From an optimization exercise on the open Yosys and OpenROAD flow, aimed at small area, a short achievable clock period and few clock cycles per item; shortcuts taken in it are not production practice. The RTL was checked by simulation tests, not by an equivalence proof against the original design. Power and IR drop assume default switching activity.

==> flow/design.v (excerpt) <==
module tc_uplink_codec (
    input  wire        clk,
    input  wire        rst_n,
    input  wire        in_valid,
    output reg         in_ready,
    input  wire [7:0]  in_data,
    input  wire        in_last,
    input  wire [1:0]  in_op,
    output reg         out_valid,
    input  wire        out_ready,
    output reg  [7:0]  out_data,
    output reg         out_last,
    output wire [15:0] out_res
);
For scale: roughly 530 cells after synthesis, ~66 flip-flops, ~42 I/O pins, ~4000 µm² of cells after synthesis.
export LEC_CHECK = 0
export ABC_AREA = 1
export CAP_MARGIN = 20
export CORE_MARGIN = 2
export CORE_UTILIZATION = 40
export CTS_BUF_LIST = sky130_fd_sc_hd__clkbuf_16
export CTS_CLUSTER_DIAMETER = 200
export CTS_CLUSTER_SIZE = 40
export PLACE_DENSITY = 0.6
export SETUP_SLACK_MARGIN = 2.85
export SLEW_MARGIN = 20
create_clock -name core_clock -period 5.0 [get_ports {clk}]
standard.sh (not shown) runs the stock make flow with config.mk's settings and CLKGATE_MAP_FILE= SYNTH_SCRIPT=/design/flow/synth_recipe.tcl, a recipe that flattens the netlist after the stock synthesis.
==> flow/flow/run.sh <==
#!/bin/bash
# Standard layout, with plain buffers (not delay cells) on the ports.
set -euo pipefail
export BUFFER_PORTS_ARGS="-buffer_cell sky130_fd_sc_hd__buf_2"
bash standard.sh > standard.log 2>&1
Testbench counts at the start, summed over its fixed seeds: cycles 19,099, bytes 15,499.
Edit:
Settings changed: CTS_BUF_LIST sky130_fd_sc_hd__clkbuf_16 to unset, CTS_CLUSTER_DIAMETER 200 to unset, CTS_CLUSTER_SIZE 40 to unset, SETUP_SLACK_MARGIN 2.85 to 3.0, TNS_END_PERCENT set to 0.
The changed run went through all stages and came out clean.
Final area went down slightly.
Fmax hardly moves.
Non-clock buffer count increases by 3.
Routed wire length came out higher slightly.
Cell count is higher slightly.
Total power is lower by a little under a tenth.
Critical path depth is unchanged.

========
Setup of v21:
Another version of the RTL of tc_uplink_codec (not shown whole).
For scale: ~560 cells after synthesis, about 66 flip-flops, roughly 42 I/O pins, about 4000 um^2 of cells after synthesis.
clock: 5.0 ns
lec_check: 0
abc_area: 1
cap_margin: 20
core_margin: 2
core_utilization: 40
place_density: 0.6
setup_slack_margin: 3.0
slew_margin: 20
run.sh (not shown) runs the stock make flow with config.mk's settings and CLKGATE_MAP_FILE= SYNTH_SCRIPT=/design/flow/synth_recipe.tcl, a recipe that flattens the netlist after the stock synthesis.
Stock flow here: none of the scripts above is used.
Every stage of the flow completed for v21, and the final layout passed the timing, design-rule and antenna checks.
Testbench counts of v21, summed over its fixed seeds: cycles 19,099, bytes 15,499.
Input changes introduced in v9 (baseline for comparison: v21):
- PLACE_DENSITY now 0.8, was 0.6
- CORE_UTILIZATION now 60, was 40
- SETUP_SLACK_MARGIN now 2.8, was 3.0
==> flow/flow/run.sh (new file) <==
#!/bin/bash
# Standard layout, with plain buffers (not delay cells) on the ports.
set -euo pipefail
export BUFFER_PORTS_ARGS="-buffer_cell sky130_fd_sc_hd__buf_2"
bash standard.sh > standard.log 2>&1
==> flow/standard.sh (new file) <==
#!/bin/bash
# synth_recipe.tcl (not shown) runs the flow's synth.tcl, then flattens the netlist and writes it again
# the make line also repeats each setting of config.mk as NAME=value (left out here)
make -C /OpenROAD-flow-scripts/flow DESIGN_CONFIG=/design/flow/config.mk WORK_HOME=/design/flow/orfs CLKGATE_MAP_FILE= SYNTH_SCRIPT=/design/flow/synth_recipe.tcl "${@:-finish}"
removed: flow/run.sh
Findings:
- Compared with v21, v9 shows a lower logic gate share of total power.
- Between v9 and v21, it is v9 whose total wirelength of the detailed-routed design is lower, by 14%.
- Comparing v9 and v21, the higher combinational cell power was measured on v21.
- Taking v21 as the reference, in v9 arrival time at the worst endpoint moved up, chip height moved down, area growth from synthesis to final layout moved down, final critical delay including setup and external delays moved up.
- v9 vs v21 — worst setup slack dropped 0.11 ns.
- Compared with v21, in v9 detailed-route wire length on metal 1 fell 23%; clock group share of total power rose 3.3 points.
- Going from v21 to v9, static leakage shrank by more than 10%.

========
## rev 12
Starting RTL as in the previous note.
Settings: LEC_CHECK=0, ABC_AREA=1, CAP_MARGIN=20, CORE_MARGIN=2, CORE_UTILIZATION=40, PLACE_DENSITY=0.6, SETUP_SLACK_MARGIN=2.8, SLEW_MARGIN=20; clock period 5.0 ns.
standard.sh (not shown) runs the stock make flow with config.mk's settings and CLKGATE_MAP_FILE= SYNTH_SCRIPT=/design/flow/synth_recipe.tcl, a recipe that flattens the netlist after the stock synthesis.
==> flow/flow/run.sh <==
#!/bin/bash
# The standard layout (standard.sh) with two changes:
#  - plain buffers, not delay cells, on the ports;
#  - synthesis maps the logic with the ABC script in flow/map.abc (an
#    area-recovering mapping) in place of ORFS's. Every other synthesis step,
#    and so every register, is the standard synthesis's.
# Logs: standard.log here, and ORFS's own logs under orfs/logs.
set -euo pipefail
here=$(pwd)
export BUFFER_PORTS_ARGS="-buffer_cell sky130_fd_sc_hd__buf_2"
{
  head -n 1 synth_recipe.tcl
  cat <<EOT
proc abc {args} {
  set i [lsearch -exact \$args -script]
  if {\$i >= 0} { set args [lreplace \$args [expr {\$i + 1}] [expr {\$i + 1}] $here/flow/map.abc] }
  yosys abc {*}\$args
}
EOT
  tail -n +2 synth_recipe.tcl
} > my_synth.tcl
sed "s|SYNTH_SCRIPT=[^ ]*|SYNTH_SCRIPT=$here/my_synth.tcl|" standard.sh > my_standard.sh
bash my_standard.sh > standard.log 2>&1
==> flow/flow/map.abc <==
strash; &get -n; &dch -f; &nf; &put; topo; stime -c; buffer -c; upsize -c; dnsize -c
Rev 12: all stages complete, timing, DRC and antenna checks passed
Testbench counts of rev 12, summed over its fixed seeds: cycles 19,099, bytes 15,499.
Relative to rev 12, the following input files were edited for rev 13:
==> flow/run.sh (new file) <==
#!/bin/bash
# synth_recipe.tcl (not shown) runs the flow's synth.tcl, then flattens the netlist and writes it again
# the make line also repeats each setting of config.mk as NAME=value (left out here)
make -C /OpenROAD-flow-scripts/flow DESIGN_CONFIG=/design/flow/config.mk WORK_HOME=/design/flow/orfs CLKGATE_MAP_FILE= SYNTH_SCRIPT=/design/flow/synth_recipe.tcl finish
removed: flow/flow/run.sh
removed: flow/flow/map.abc
removed: flow/standard.sh
Findings:
- Density: rev 13 sparser than rev 12
- Relative to rev 12, fraction of power spent switching nets has increased by 2.2 points in rev 13.
- Re detailed-route DRC error count: no difference whatsoever between rev 12 and rev 13.
- Unique cell type count in the Yosys netlist: rev 13 and rev 12 compared, lower one is rev 13
- Re total routed wirelength: rev 13 and rev 12 aren't equal, and the higher value belongs to rev 12.
- Compare rev 13 and rev 12 | global routing usage on met3 higher: rev 13
- Going from rev 12 to rev 13, non-clock buffer count decreased about 12%; number of resized instances in the post-cts repair step rose 66.
- Remaining max-slew budget at the tightest pin was lower in the run labelled rev 12.
- For worst path required time, rev 12 and rev 13 come out practically identical.
- Rev 13: sequential cell area share lower than rev 12

========
Starting RTL as in the previous note.
export LEC_CHECK = 0
export ABC_AREA = 1
export CAP_MARGIN = 20
export CORE_MARGIN = 2
export CORE_UTILIZATION = 40
export PLACE_DENSITY = 0.6
export SETUP_SLACK_MARGIN = 3.0
export SLEW_MARGIN = 20
create_clock -name core_clock -period 5.0 [get_ports {clk}]
==> flow/flow/run.sh <==
#!/bin/bash
# Standard layout, with plain buffers (not delay cells) on the ports.
set -euo pipefail
export BUFFER_PORTS_ARGS="-buffer_cell sky130_fd_sc_hd__buf_2"
bash standard.sh > standard.log 2>&1
The baseline completed without violations.
Testbench counts at the start, summed over its fixed seeds: cycles 19,099, bytes 15,499.
==> next run, changes <==
Settings changed: ABC_AREA 1 to 0, SETUP_SLACK_MARGIN 3.0 to 2.8.
Effect:
- power climbs by 27%
- die area climbs by 2.6%
- routed wire length drops by 0.50%
- count of clock-buffer cells in the layout stays the same
- via count drops by 7.5%
- critical path depth drops by 5
- setup slack degrades by 0.074 ns
- cell area drops by 7.2%
==> next run, changes <==
Settings changed: ABC_AREA 0 to 1, SETUP_SLACK_MARGIN 2.8 to 2.9.
Outcome: Final cell count went up by 24%. Clock skew went down by 0.0085 ns. Non-clock buffer count went up by 15. Combinational power went down by 31%. Wire length went up by 5.5%. Count of clock-buffer cells in the layout is unchanged. Setup slack improves by 0.080 ns. Power went down by 21%. Die area went down by 2.5%. Hold slack is about the same.
==> next run, changes <==
==> flow/flow/run.sh (replaced) <==
#!/bin/bash
# The standard layout (standard.sh) with two changes:
#  - plain buffers, not delay cells, on the ports;
#  - synthesis maps the logic with the ABC script in flow/map.abc (an
#    area-recovering mapping) in place of ORFS's. Every other synthesis step,
#    and so every register, is the standard synthesis's.
# Logs: standard.log here, and ORFS's own logs under orfs/logs.
set -euo pipefail
here=$(pwd)
export BUFFER_PORTS_ARGS="-buffer_cell sky130_fd_sc_hd__buf_2"
{
  head -n 1 synth_recipe.tcl
  cat <<EOT
proc abc {args} {
  set i [lsearch -exact \$args -script]
  if {\$i >= 0} { set args [lreplace \$args [expr {\$i + 1}] [expr {\$i + 1}] $here/flow/map.abc] }
  yosys abc {*}\$args
}
EOT
  tail -n +2 synth_recipe.tcl
} > my_synth.tcl
sed "s|SYNTH_SCRIPT=[^ ]*|SYNTH_SCRIPT=$here/my_synth.tcl|" standard.sh > my_standard.sh
bash my_standard.sh > standard.log 2>&1
==> flow/flow/map.abc (new file) <==
strash; dch; map -a; topo; stime -c; buffer -c; upsize -c; dnsize -c
Settings changed: SETUP_SLACK_MARGIN 2.9 to 2.8.
After rerunning: Power barely changes; via count fell by 2.5%; clock power is higher by 8.3%; design area increases by 1.2%; register-to-register slack gets worse by 0.31 ns; die area goes down by 3.8%.
==> next run, changes <==
==> flow/flow/run.sh (replaced) <==
#!/bin/bash
# Standard layout, with plain buffers (not delay cells) on the ports.
set -euo pipefail
export RECOVER_POWER=100
export BUFFER_PORTS_ARGS="-buffer_cell sky130_fd_sc_hd__buf_2"
bash standard.sh > standard.log 2>&1
removed: flow/flow/map.abc
After rerunning:
- The new run completed without violations
- final cell count went up by 6.4%
- global-route usage goes down by 3.3 points
- clock-buffer cell count does not change
- power decreases by 8.3%
- synthesized cell count goes up by 15%
- routed wire length went down by 7.4%

========
## build 34
The RTL this note starts from:
==> flow/design.v <==
module tc_uplink_codec (
    input  wire        clk,
    input  wire        rst_n,
    input  wire        in_valid,
    output reg         in_ready,
    input  wire [7:0]  in_data,
    input  wire        in_last,
    input  wire [1:0]  in_op,
    output reg         out_valid,
    input  wire        out_ready,
    output reg  [7:0]  out_data,
    output reg         out_last,
    output wire [15:0] out_res
);
    localparam [1:0] OP_CRC  = 2'd0;
    localparam [1:0] OP_SCR  = 2'd1;
    localparam [1:0] OP_CLTU = 2'd2;
    localparam [1:0] OP_TC   = 2'd3;
    localparam [2:0] S_IDLE  = 3'd0;
    localparam [2:0] S_SYNC1 = 3'd1;
    localparam [2:0] S_BODY  = 3'd2;
    localparam [2:0] S_FILL  = 3'd3;
    localparam [2:0] S_PAR   = 3'd4;
    localparam [2:0] S_TAIL  = 3'd5;
    localparam [1:0] SRC_DATA  = 2'd0;
    localparam [1:0] SRC_CRCHI = 2'd1;
    localparam [1:0] SRC_CRCLO = 2'd2;
    localparam [1:0] SRC_DONE  = 2'd3;
    function [15:0] crc16_byte;
        input [15:0] c;
        input [7:0]  b;
        integer k;
        reg [15:0] r;
        begin
            r = c ^ {b, 8'h00};
            for (k = 0; k < 8; k = k + 1)
                r = r[15] ? ((r << 1) ^ 16'h1021) : (r << 1);
            crc16_byte = r;
        end
    endfunction
    function [7:0] par_step;
        input [7:0] a;
        input [7:0] b;
        reg [7:0] x;
        begin
            x = a ^ b;
            par_step = {x[6:0], x[7]};
        end
    endfunction
    function [7:0] scr_step;
        input [7:0] y;
        scr_step = {y[0] ^ y[2] ^ y[7], y[4] ^ y[7], y[3] ^ y[6], y[2] ^ y[5],
                    y[1] ^ y[4], y[0] ^ y[3], y[0] ^ y[7], y[1] ^ y[4] ^ y[7]};
    endfunction
    reg [2:0]  state;
    reg [1:0]  op;
    reg [1:0]  src;
    reg        first;      
    reg [15:0] res;        
    reg        carry;      
    reg [7:0]  scr;        
    reg [7:0]  blk_par;    
    reg [2:0]  cnt;        
    reg        int_go;     
    reg        skid_full;
    reg [7:0]  skid_data;
    reg        skid_last;
    assign out_res = res;
    wire st_idle = (state == S_IDLE);
    wire st_body = (state == S_BODY);
    wire st_fill = (state == S_FILL);
    wire st_par  = (state == S_PAR);
    wire st_tail = (state == S_TAIL);
    wire op_crc  = (op == OP_CRC) || (op == OP_TC);
    wire op_scr  = (op == OP_SCR) || (op == OP_TC);
    wire op_cltu = op[1];
    wire load = !out_valid || out_ready;
    wire idle_go = st_idle && in_valid && !skid_full &&
                   !(out_valid && out_last && !out_ready);
    wire take    = in_ready && in_valid;
    wire prod    = take || int_go || (idle_go && in_op[1]);
    reg [7:0] pay_byte;
    always @(*) begin
        case (src)
            SRC_CRCHI: pay_byte = res[15:8];
            SRC_CRCLO: pay_byte = res[7:0];
            default:   pay_byte = in_data;
        endcase
    end
    wire [7:0] coded_byte = op_scr ? (pay_byte ^ scr) : pay_byte;
    reg [1:0] src_next;
    always @(*) begin
        case (src)
            SRC_DATA:  src_next = in_last ? (op_crc ? SRC_CRCHI : SRC_DONE) : SRC_DATA;
            SRC_CRCHI: src_next = SRC_CRCLO;
            default:   src_next = SRC_DONE;
        endcase
    end
    wire pay_final = (src_next == SRC_DONE);
    reg [7:0] prod_data;
    reg       prod_last;
    always @(*) begin
        prod_data = coded_byte;
        prod_last = 1'b0;
        case (state)
            S_IDLE:  prod_data = 8'hEB;
            S_SYNC1: prod_data = 8'h90;
            S_BODY:  prod_last = !op_cltu && pay_final;
            S_FILL:  prod_data = 8'h55;
            S_PAR:   prod_data = blk_par;
            S_TAIL: begin
                prod_data = 8'hC5;
                prod_last = (cnt == 3'b100);
            end
            default: ;
        endcase
    end
    reg [2:0] state_next;
    reg [1:0] src_upd;
    always @(*) begin
        state_next = state;
        src_upd    = src;
        case (state)
            S_IDLE: begin
                src_upd = SRC_DATA;
                if (idle_go)
                    state_next = in_op[1] ? S_SYNC1 : S_BODY;
            end
            S_SYNC1: if (prod) state_next = S_BODY;
            S_BODY: if (prod) begin
                src_upd = src_next;
                if (op_cltu) begin
                    if (cnt == 3'b100)
                        state_next = S_PAR;
                    else if (pay_final)
                        state_next = S_FILL;
                end else if (pay_final) begin
                    state_next = S_IDLE;
                end
            end
            S_FILL: if (prod && cnt == 3'b100) state_next = S_PAR;
            S_PAR:  if (prod) state_next = (src == SRC_DONE) ? S_TAIL : S_BODY;
            S_TAIL: if (prod && cnt == 3'b100) state_next = S_IDLE;
            default: state_next = S_IDLE;
        endcase
    end
    wire skid_next = !load && (skid_full || prod);
    wire body_data_next = (state_next == S_BODY) && (src_upd == SRC_DATA);
    wire int_next  = (state_next == S_SYNC1) || (state_next == S_FILL) ||
                     (state_next == S_PAR) || (state_next == S_TAIL) ||
                     ((state_next == S_BODY) && (src_upd == SRC_CRCHI || src_upd == SRC_CRCLO));
    always @(posedge clk) begin
        if (!rst_n) begin
            out_valid <= 1'b0;
            skid_full <= 1'b0;
        end else begin
            skid_full <= skid_next;
            if (load)
                out_valid <= skid_full || prod;
        end
        if (load) begin
            out_data <= skid_full ? skid_data : prod_data;
            out_last <= skid_full ? skid_last : prod_last;
        end
        if (!skid_full) begin
            skid_data <= prod_data;
            skid_last <= prod_last;
        end
    end
    wire       cin   = st_par || carry;
    wire [2:0] pair  = {1'b0, res[1:0]} + {2'b00, cin};
    always @(posedge clk) begin
        if (!rst_n) begin
            state    <= S_IDLE;
            in_ready <= 1'b0;
            int_go   <= 1'b0;
        end else begin
            state    <= state_next;
            in_ready <= body_data_next && !skid_next;
            int_go   <= int_next && !skid_next;
        end
        src <= src_upd;
        if (st_idle) begin
            scr     <= 8'hFF;
            first   <= 1'b1;
            blk_par <= 8'h00;
            cnt     <= 3'b001;
            carry   <= 1'b0;
        end
        if (idle_go) begin
            op  <= in_op;
            res <= {16{in_op[0] ~^ in_op[1]}};
        end
        if (prod && !st_idle) begin
            if (op == OP_CLTU) begin
                res   <= {pair[1:0], res[15:2]};
                carry <= pair[2];
            end
            if (st_body || st_fill || st_par)
                blk_par <= par_step(blk_par, prod_data);
            if (op_cltu && (st_body || st_fill || st_tail))
                cnt <= {cnt[1:0], cnt[2] ^ cnt[1]};
        end
        if (take) begin
            first <= 1'b0;
            case (op)
                OP_SCR:  res[7:0] <= par_step(res[7:0], in_data);
                OP_CLTU: ;
                default: res <= crc16_byte(res, 8'h00) ^ crc16_byte(16'h0000, in_data);
            endcase
        end
        if (prod && st_body) begin
            scr <= scr_step(scr);
            if (first) begin
                scr[0] <= 1'b0;
                scr[1] <= 1'b1;
                scr[5] <= 1'b1;
                scr[6] <= 1'b1;
                scr[7] <= 1'b0;
            end
        end
    end
endmodule
Settings: LEC_CHECK=0, ABC_AREA=1, CAP_MARGIN=20, CORE_MARGIN=2, CORE_UTILIZATION=40, PLACE_DENSITY=0.7, SETUP_SLACK_MARGIN=2.85, SLEW_MARGIN=20; clock period 5.0 ns.
==> flow/flow/run.sh <==
#!/bin/bash
# Standard layout, with plain buffers (not delay cells) on the ports.
set -euo pipefail
export BUFFER_PORTS_ARGS="-buffer_cell sky130_fd_sc_hd__buf_2"
bash standard.sh > standard.log 2>&1
Build 34: flow completed, timing, DRC and antenna clean
Testbench counts of build 34, summed over its fixed seeds: cycles 19,099, bytes 15,499.
For build 65, these inputs were changed with respect to build 34:
Settings: a change of PLACE_DENSITY from 0.7 to 0.6.
## What came out
- Per the final summary, build 65 finished and its layout is clean on timing, DRC and antenna.
- Compare build 34 and build 65 | count of vias placed by the detailed router lower: build 34
- Against build 34 as the reference, build 65 delivers a higher setup slack.
- met2 global-route usage for build 65 is higher than for build 34.
- Build 65 against build 34: worst-case reg-to-reg path depth moved up; cell total after placement essentially unchanged; time the final worst path needs with I/O delays and setup fell 0.0034 ns.
- | sequential logic power | build 65 vs build 34 | about 0.5% lower |
- Build 34 -> build 65: count of fill cells added during filler insertion increased by a few percent
The inputs of build 91 differ from those of build 65 as listed below.
Settings: changing SLEW_MARGIN from 20 to 5; changing CAP_MARGIN from 20 to 5.
Notes after the runs:
Diff build 91..build 65 | power | unchanged
Delta (build 91 minus build 65): count of buffers from port buffering held steady, final-layout clock-cell area share held steady, final worst-path setup slack held steady.
From build 65 to build 91, final-layout clock buffer total did not move at all.
From build 91 to build 65, fmax did not move at all.
Diff build 91..build 65 | number of clock sinks | unchanged
From build 91 to build 65, routed wire length did not move at all.
Going from build 65 to build 91, total count of max-transition violations in the final report shows no meaningful change, detailed route wirelength on metal3 stayed essentially flat.
The following lists how build 78 was set up differently from build 91:
Settings: SETUP_SLACK_MARGIN changed from 2.85 to 2.8; SLEW_MARGIN changed from 5 to 20; CAP_MARGIN changed from 5 to 20.
Findings:
- Delta (build 78 minus build 91): worst setup slack saw a decrease; area added between synthesis and finish -3.4 points; combinational power share down 0.9 points; power per standard cell area now larger.
- The worst-case headroom to the max-slew limit of build 78 was inferior to that of build 91.
- Fmax: build 78 below build 91
- Going from build 91 to build 78, clock period minus worst slack grows by 0.057 ns.
- Diff build 91 -> build 78: number of post-CTS setup repair buffers now sits at about the same level, total wirelength of the detailed-routed design moved down.
- Against build 91, build 78 comes in about 3.6% lower on combinational power.
Setup changes, build 78 to build 67
Settings: GPL_TIMING_DRIVEN now 1, previously not set; SETUP_SLACK_MARGIN now 2.85, was 2.8.
[summary]
Compared with build 78, in build 67 net switching fraction of the power roughly the same, die area has remained practically unchanged, number of detailed-routing iterations run before antenna repair has increased, number of gates on the worst path with buffers counted shows a reduction of 11.
Build 67 vs. build 78: worst slew margin relative to its limit went up by 2.6 points.
Build 67 vs build 78: fmax up by a few percent
Comparing build 78 and build 67, the higher total power is on build 67.
[compare] base=build 78 new=build 67: overall track demand over capacity in global routing held, wire length went up, share of synthesized cell area in and, or, nand and nor gates held steady.
There was hardly any difference in worst hold slack between build 67 and build 78.
The type of the setup path with the least slack comes out input pin to flip-flop in one run and flip-flop to primary output in the other, namely in build 78 and build 67 respectively.
The following lists how build 49 was set up differently from build 67:
Settings: GPL_TIMING_DRIVEN: 1 -> unset; CTS_BUF_LIST: unset -> sky130_fd_sc_hd__clkbuf_4 sky130_fd_sc_hd__clkbuf_8.
Findings:
Status: setup slack at placement parity (build 67, build 49). Delta (build 49 minus build 67): vias per cell barely changed; source-to-sink clock delay at the later pin of the worst-skew pair flat; number of cells produced by synthesis held steady. Re global-route usage: no difference whatsoever between build 49 and build 67.

## separate check: timing with driven ports
The flow's constraints put no driver on any port. The routed layouts listed below were extracted and timed again, unchanged, in two steps.
Step 1 (the two cells are an assumption about what drives the block):
set clk [get_ports {clk}]
set_driving_cell -lib_cell sky130_fd_sc_hd__clkbuf_16 $clk
set_driving_cell -lib_cell sky130_fd_sc_hd__buf_2 [delete_from_list [all_inputs] $clk]
Step 2 adds t to the input delays and takes it off the output delays; t is the mean of the earliest and latest rising clock arrival at the registers after step 1. Input paths then give back, and output paths get back, about the clock's delay inside the block.
a / b / c = ideal ports / drivers / drivers and shift; a / b = the first two.
run | t (ns) | setup slack, ns | worst slew at a driven data input, ns
the first run of note 1 | 0.368 | 2.903 / 2.898 / 2.539 | 0.04
the second run of note 1 | 0.384 | 2.905 / 2.883 / 2.515 | 0.05
v21 | 0.394 | 2.896 / 2.874 / 2.480 | 0.05
v9 | 0.388 | 2.788 / 2.792 / 2.404 | 0.04
rev 12 | 0.386 | 2.605 / 2.598 / 2.212 | 0.04
rev 13 | 0.373 | 2.826 / 2.837 / 2.464 | 0.04
the first run of note 4 | 0.374 | 2.872 / 2.869 / 2.495 | 0.06
the second run of note 4 | 0.382 | 2.798 / 2.780 / 2.398 | 0.05
the third run of note 4 | 0.392 | 2.878 / 2.858 / 2.470 | 0.05
the fourth run of note 4 | 0.388 | 2.553 / 2.526 / 2.138 | 0.06
the fifth run of note 4 | 0.372 | 1.821 / 1.827 / 1.455 | 0.03
build 34 | 0.391 | 2.895 / 2.862 / 2.522 | 0.04
build 65 | 0.389 | 2.898 / 2.864 / 2.523 | 0.04
build 91 | 0.389 | 2.898 / 2.864 / 2.523 | 0.04
build 78 | 0.386 | 2.842 / 2.852 / 2.466 | 0.03
build 67 | 0.389 | 2.898 / 2.864 / 2.523 | 0.04
build 49 | 0.389 | 2.898 / 2.864 / 2.523 | 0.04
After both steps setup and hold are still met in every run listed. The setup slack of v21, which loses most, moves by -0.022 ns with the drivers and by -0.416 ns with both steps.
